Background: an optimization exercise with open tools, aiming at small area, a short achievable clock period and few clock cycles. Do not read the settings as production practice. The RTL was checked by simulation tests, not by an equivalence proof against the original design. No driver is modelled on the clock port, so clocking that relies on it looks cheaper here than on a real chip.

==> flow/design.v <==
module jc1_lane (
    input  wire       clk,
    input  wire       rst,         
    input  wire       cmd_valid,
    output wire       cmd_ready,
    input  wire [2:0] cmd_op,
    input  wire [7:0] cmd_data,
    output reg        res_valid,
    output reg  [7:0] res_data
);
    localparam OP_RESET  = 3'd0;
    localparam OP_STEP   = 3'd1;
    localparam OP_XOR    = 3'd2;
    localparam OP_WARMUP = 3'd3;
    localparam OP_PEEK_S = 3'd4;
    localparam OP_PEEK_P = 3'd5;
    localparam OP_PEEK_Q = 3'd6;
    function [7:0] add8(input [7:0] a, input [7:0] b, input cin);
        reg [7:0] g, pr, g1, p1, g2, p2, g3;
        begin
            g  = a & b;
            pr = a ^ b;
            g1 = g  | (pr & {g[6:0], cin});
            p1 = pr & {pr[6:0], 1'b1};
            g2 = g1 | (p1 & {g1[5:0], {2{cin}}});
            p2 = p1 & {p1[5:0], 2'b11};
            g3 = g2 | (p2 & {g2[3:0], {4{cin}}});
            add8 = pr ^ {g3[6:0], cin};
        end
    endfunction
    reg  [2047:0] ring;                        
    wire [7:0]    r0   = ring[7:0];
    wire [7:0]    r253 = ring[2031:2024];
    wire [7:0]    r254 = ring[2039:2032];
    reg        rst_r;
    reg  [7:0] B;                              
    reg  [7:0] p;
    reg  [7:0] dk;                             
    reg        al;                             
    reg        swp;                            
    reg        rdy;                            
    reg        ld;                             
    reg        s1v;
    reg  [2:0] s1op;
    reg        s1step;                         
    reg        s1peek;                         
    reg        s1warm;                         
    reg        s1rst;                          
    reg  [7:0] s1d;
    reg  [7:0] s1xm;                           
    reg        s2step;
    assign cmd_ready = rdy;
    wire fire      = s1v & (~s1step | al);
    wire fire_step = fire & s1step;
    wire last      = ~s1warm | (s1xm == 8'd254);
    wire done      = fire & last;
    wire clear     = rst_r | (fire & s1rst);
    wire [7:0] sv = r0;                        
    wire [7:0] t  = add8(sv, s1xm, 1'b1);
    wire [7:0] cs_s = dk ^ sv ^ s1xm;
    wire [7:0] cs_c = (dk & sv) | (dk & s1xm) | (sv & s1xm);
    wire [7:0] ks   = add8(cs_s, {cs_c[6:0], 1'b0}, 1'b0);
    wire [7:0] kp   = add8(s1d, ~B, 1'b0);
    wire [7:0] k    = s1peek ? kp : ks;
    wire [7:0] q_cur = add8(dk, p, 1'b1);
    wire       al_n  = clear | fire_step | (B == p);
    reg        s2resp;                         
    reg  [1:0] s2mode;                         
    reg  [7:0] s2x;
    reg  [7:0] s2tp;                           
    reg        s2fwd;                          
    reg  [7:0] s2k;                            
    wire [7:0] pa = 8'd1 << s2k[2:0];
    wire [7:0] pb = 8'd1 << s2k[5:3];
    wire [63:0] lo;
    wire [3:0]  hin = ~(4'd1 << s2k[7:6]);
    genvar gl;
    generate
        for (gl = 0; gl < 64; gl = gl + 1) begin : dec
            assign lo[gl] = pb[gl / 8] & pa[gl % 8];
        end
    endgenerate
    wire [7:0] sq;
    genvar gq, gb, gt;
    generate
        for (gb = 0; gb < 8; gb = gb + 1) begin : bitq
            wire [3:0] gsel;                   
            for (gq = 0; gq < 4; gq = gq + 1) begin : quad
                wire [21:0] n;                 
                wire [5:0]  o;                 
                wire [2:0]  m;                 
                for (gt = 0; gt < 21; gt = gt + 1) begin : term
                    jc1_aoi3 u (
                        .a0(lo[3*gt]),   .b0(ring[8*(64*gq+3*gt)+gb]),
                        .a1(lo[3*gt+1]), .b1(ring[8*(64*gq+3*gt+1)+gb]),
                        .a2(lo[3*gt+2]), .b2(ring[8*(64*gq+3*gt+2)+gb]),
                        .y(n[gt]));
                end
                jc1_nand2 u21 (.a(lo[63]), .b(ring[8*(64*gq+63)+gb]), .y(n[21]));
                jc1_nand4 u0 (.a(n[0]),  .b(n[1]),  .c(n[2]),  .d(n[3]),  .y(o[0]));
                jc1_nand4 u1 (.a(n[4]),  .b(n[5]),  .c(n[6]),  .d(n[7]),  .y(o[1]));
                jc1_nand4 u2 (.a(n[8]),  .b(n[9]),  .c(n[10]), .d(n[11]), .y(o[2]));
                jc1_nand4 u3 (.a(n[12]), .b(n[13]), .c(n[14]), .d(n[15]), .y(o[3]));
                jc1_nand3 u4 (.a(n[16]), .b(n[17]), .c(n[18]), .y(o[4]));
                jc1_nand3 u5 (.a(n[19]), .b(n[20]), .c(n[21]), .y(o[5]));
                jc1_nor2  u6 (.a(o[0]), .b(o[1]), .y(m[0]));
                jc1_nor2  u7 (.a(o[2]), .b(o[3]), .y(m[1]));
                jc1_nor2  u8 (.a(o[4]), .b(o[5]), .y(m[2]));
                jc1_a31oi u9 (.a1(m[0]), .a2(m[1]), .a3(m[2]), .b1(hin[gq]), .y(gsel[gq]));
            end
            assign sq[gb] = (gsel[0] | gsel[1]) | (gsel[2] | gsel[3]);
        end
    endgenerate
    wire [7:0] nb = ~B + 8'd1;
    wire kv = ~swp | (s2k > nb);
    reg        s3step;
    reg        s3resp;
    reg  [1:0] s3mode;
    reg  [7:0] s3x;
    reg  [7:0] s3tp;
    reg        s3fwd;
    reg        s3kv;
    reg  [7:0] s3sq;
    wire [7:0] sqf = s3fwd ? r253 : (s3kv ? s3sq : 8'd0);
    wire [7:0] r   = add8(s3tp, sqf, 1'b0);
    wire zero_in = clear | (swp & (B != 8'd0));
    always @(posedge clk) begin
        ring[2023:8]    <= ring[2031:16];
        ring[2031:2024] <= s3step ? r : r254;
        ring[2039:2032] <= ring[2047:2040];
        ring[2047:2040] <= fire_step ? t : r0;
        ring[7:0]       <= zero_in ? 8'd0 : ring[15:8];
    end
    wire new_step = (cmd_op == OP_STEP) | (cmd_op == OP_XOR) | (cmd_op == OP_WARMUP);
    always @(posedge clk) begin
        rst_r <= rst;
        if (clear) begin
            B   <= 8'd1;
            p   <= 8'd0;
            dk  <= 8'd255;
            al  <= 1'b1;
            swp <= 1'b1;
        end else begin
            B   <= B + 8'd1;
            if (fire_step) begin
                p  <= p + 8'd1;
                dk <= ks;
            end
            al  <= al_n;
            swp <= swp & (B != 8'd0);
        end
        if (rst) begin
            s1v <= 1'b0;
            rdy <= 1'b1;
            ld  <= 1'b1;
        end else if (ld) begin
            s1v <= cmd_valid;
            rdy <= ~cmd_valid | ~new_step | ((cmd_op != OP_WARMUP) & al_n);
            ld  <= ~cmd_valid | ~new_step | ((cmd_op != OP_WARMUP) & al_n);
        end else begin
            s1v <= ~done;
            rdy <= al_n & (~s1warm | ((s1xm + {7'd0, fire}) == 8'd254));
            ld  <= done | (al_n & (~s1warm | ((s1xm + {7'd0, fire}) == 8'd254)));
        end
        if (ld) begin
            s1op   <= cmd_op;
            s1step <= new_step;
            s1peek <= (cmd_op == OP_PEEK_S);
            s1warm <= (cmd_op == OP_WARMUP);
            s1rst  <= (cmd_op == OP_RESET);
            s1d    <= cmd_data;
            s1xm   <= (cmd_op == OP_STEP) ? cmd_data - 8'd1 : 8'hff;
        end else if (fire) begin
            s1xm   <= s1xm + 8'd1;
        end
        s2step <= ~rst & fire_step;
        s2resp <= ~rst & done;
        s2tp   <= t + p + 8'd1;
        s2fwd  <= (k == 8'd254) & s2step;
        s2k    <= k;
        case (s1op)
            OP_STEP:   begin s2mode <= 2'd1; s2x <= 8'd0;  end
            OP_XOR:    begin s2mode <= 2'd1; s2x <= s1d;   end
            OP_PEEK_S: begin s2mode <= 2'd2; s2x <= 8'd0;  end
            OP_PEEK_P: begin s2mode <= 2'd0; s2x <= p;     end
            OP_PEEK_Q: begin s2mode <= 2'd0; s2x <= q_cur; end
            default:   begin s2mode <= 2'd0; s2x <= 8'd0;  end
        endcase
        s3step <= ~rst & s2step;
        s3resp <= ~rst & s2resp;
        s3mode <= s2mode;
        s3x    <= s2x;
        s3tp   <= s2tp;
        s3fwd  <= s2fwd;
        s3kv   <= kv;
        s3sq   <= sq;
        res_valid <= ~rst & s3resp;
        res_data  <= (s3mode == 2'd1) ? (r ^ s3x) :
                     (s3mode == 2'd2) ? sqf : s3x;
    end
endmodule
module jc1_aoi3 (
    input  wire a0, b0, a1, b1, a2, b2,
    output wire y
);
    assign y = ~((a0 & b0) | (a1 & b1) | (a2 & b2));
endmodule
module jc1_nand2 (input wire a, b, output wire y);
    assign y = ~(a & b);
endmodule
module jc1_nand3 (input wire a, b, c, output wire y);
    assign y = ~(a & b & c);
endmodule
module jc1_nand4 (input wire a, b, c, d, output wire y);
    assign y = ~(a & b & c & d);
endmodule
module jc1_nor2 (input wire a, b, output wire y);
    assign y = ~(a | b);
endmodule
module jc1_a31oi (input wire a1, a2, a3, b1, output wire y);
    assign y = ~((a1 & a2 & a3) | b1);
endmodule
clock: 13.0 ns
lec_check: 0
cap_margin: 20
core_margin: 2
core_utilization: 50
cts_buf_list: sky130_fd_sc_hd__clkbuf_16
cts_cluster_diameter: 60
cts_cluster_size: 35
place_density: 0.6
slew_margin: 20
synth_hierarchical: 1
synth_minimum_keep_size: 0
standard.sh (not shown) runs the stock make flow with config.mk's settings and CLKGATE_MAP_FILE= SYNTH_SCRIPT=/design/flow/synth_recipe.tcl, a recipe that flattens the netlist after the stock synthesis.
==> flow/flow/run.sh <==
#!/bin/bash
# The standard layout, with the port buffers made of buf_4 cells instead of
# the delay buffers buffer_ports picks by default, and clock tree synthesis
# run with the standard settings but without dummy loads.  make's output goes
# to standard.log here; each ORFS step's log is under orfs/logs/.
set -euo pipefail
cd "$(dirname "${BASH_SOURCE[0]}")/.."
cts="-sink_clustering_enable -repair_clock_nets -sink_clustering_size 35"
cts="$cts -sink_clustering_max_diameter 60 -buf_list sky130_fd_sc_hd__clkbuf_16"
cts="$cts -dont_use_dummy_load"
bash standard.sh 'BUFFER_PORTS_ARGS=-buffer_cell sky130_fd_sc_hd__buf_4' \
  "CTS_ARGS=$cts" finish > standard.log 2>&1
The baseline finished with timing, DRC and antenna clean.
Testbench counts at the start, summed over its fixed seeds: cycles 19,267.
Rerun with:
--- a/flow/flow/run.sh
+++ b/flow/flow/run.sh
@@ -6,6 +6,6 @@
 set -euo pipefail
 cd "$(dirname "${BASH_SOURCE[0]}")/.."
-cts="-sink_clustering_enable -repair_clock_nets -sink_clustering_size 35"
-cts="$cts -sink_clustering_max_diameter 60 -buf_list sky130_fd_sc_hd__clkbuf_16"
+cts="-sink_clustering_enable -repair_clock_nets -sink_clustering_size 30"
+cts="$cts -sink_clustering_max_diameter 100 -buf_list sky130_fd_sc_hd__clkbuf_16"
 cts="$cts -dont_use_dummy_load"
 bash standard.sh 'BUFFER_PORTS_ARGS=-buffer_cell sky130_fd_sc_hd__buf_4' \
--- a/flow/config.mk
+++ b/flow/config.mk
@@ -10,6 +10,7 @@
 export CORE_UTILIZATION = 50
 export CTS_BUF_LIST = sky130_fd_sc_hd__clkbuf_16
-export CTS_CLUSTER_DIAMETER = 60
-export CTS_CLUSTER_SIZE = 35
+export CTS_CLUSTER_DIAMETER = 100
+export CTS_CLUSTER_SIZE = 30
+export GPL_TIMING_DRIVEN = 0
 export PLACE_DENSITY = 0.6
 export SLEW_MARGIN = 20
What happened: Count of clock-buffer cells in the layout drops by 36. Via count climbs by about 0.3%. Non-clock buffer count climbs by 31.

[static timing again, ports no longer ideal]
Ports are ideal in the flow. The routed layouts listed here were re-timed in OpenROAD. Step 1 sets driving cells, clkbuf_16 on the clock port and buf_2 on the other inputs (assumed; they add their load-dependent delay and slew). Step 2, shift: input delay + t, output delay - t, t = (earliest + latest rising clock arrival at the registers) / 2. This alone moves slack from input paths to output paths. Slacks: ideal / step 1 / step 2; pairs: ideal / step 1.
run	t (ns)	setup slack, ns	clock arrival spread, ns	pins driven straight from the clock port
the first run	0.786	9.245 / 9.166 / 8.772	0.107 / 0.107	1
the second run	0.747	8.453 / 8.453 / 8.453	0.057 / 0.058	1
After both steps setup and hold are still met in every run listed. The setup slack of the first run, which loses most, moves by -0.079 ns with the drivers and by -0.473 ns with both steps.
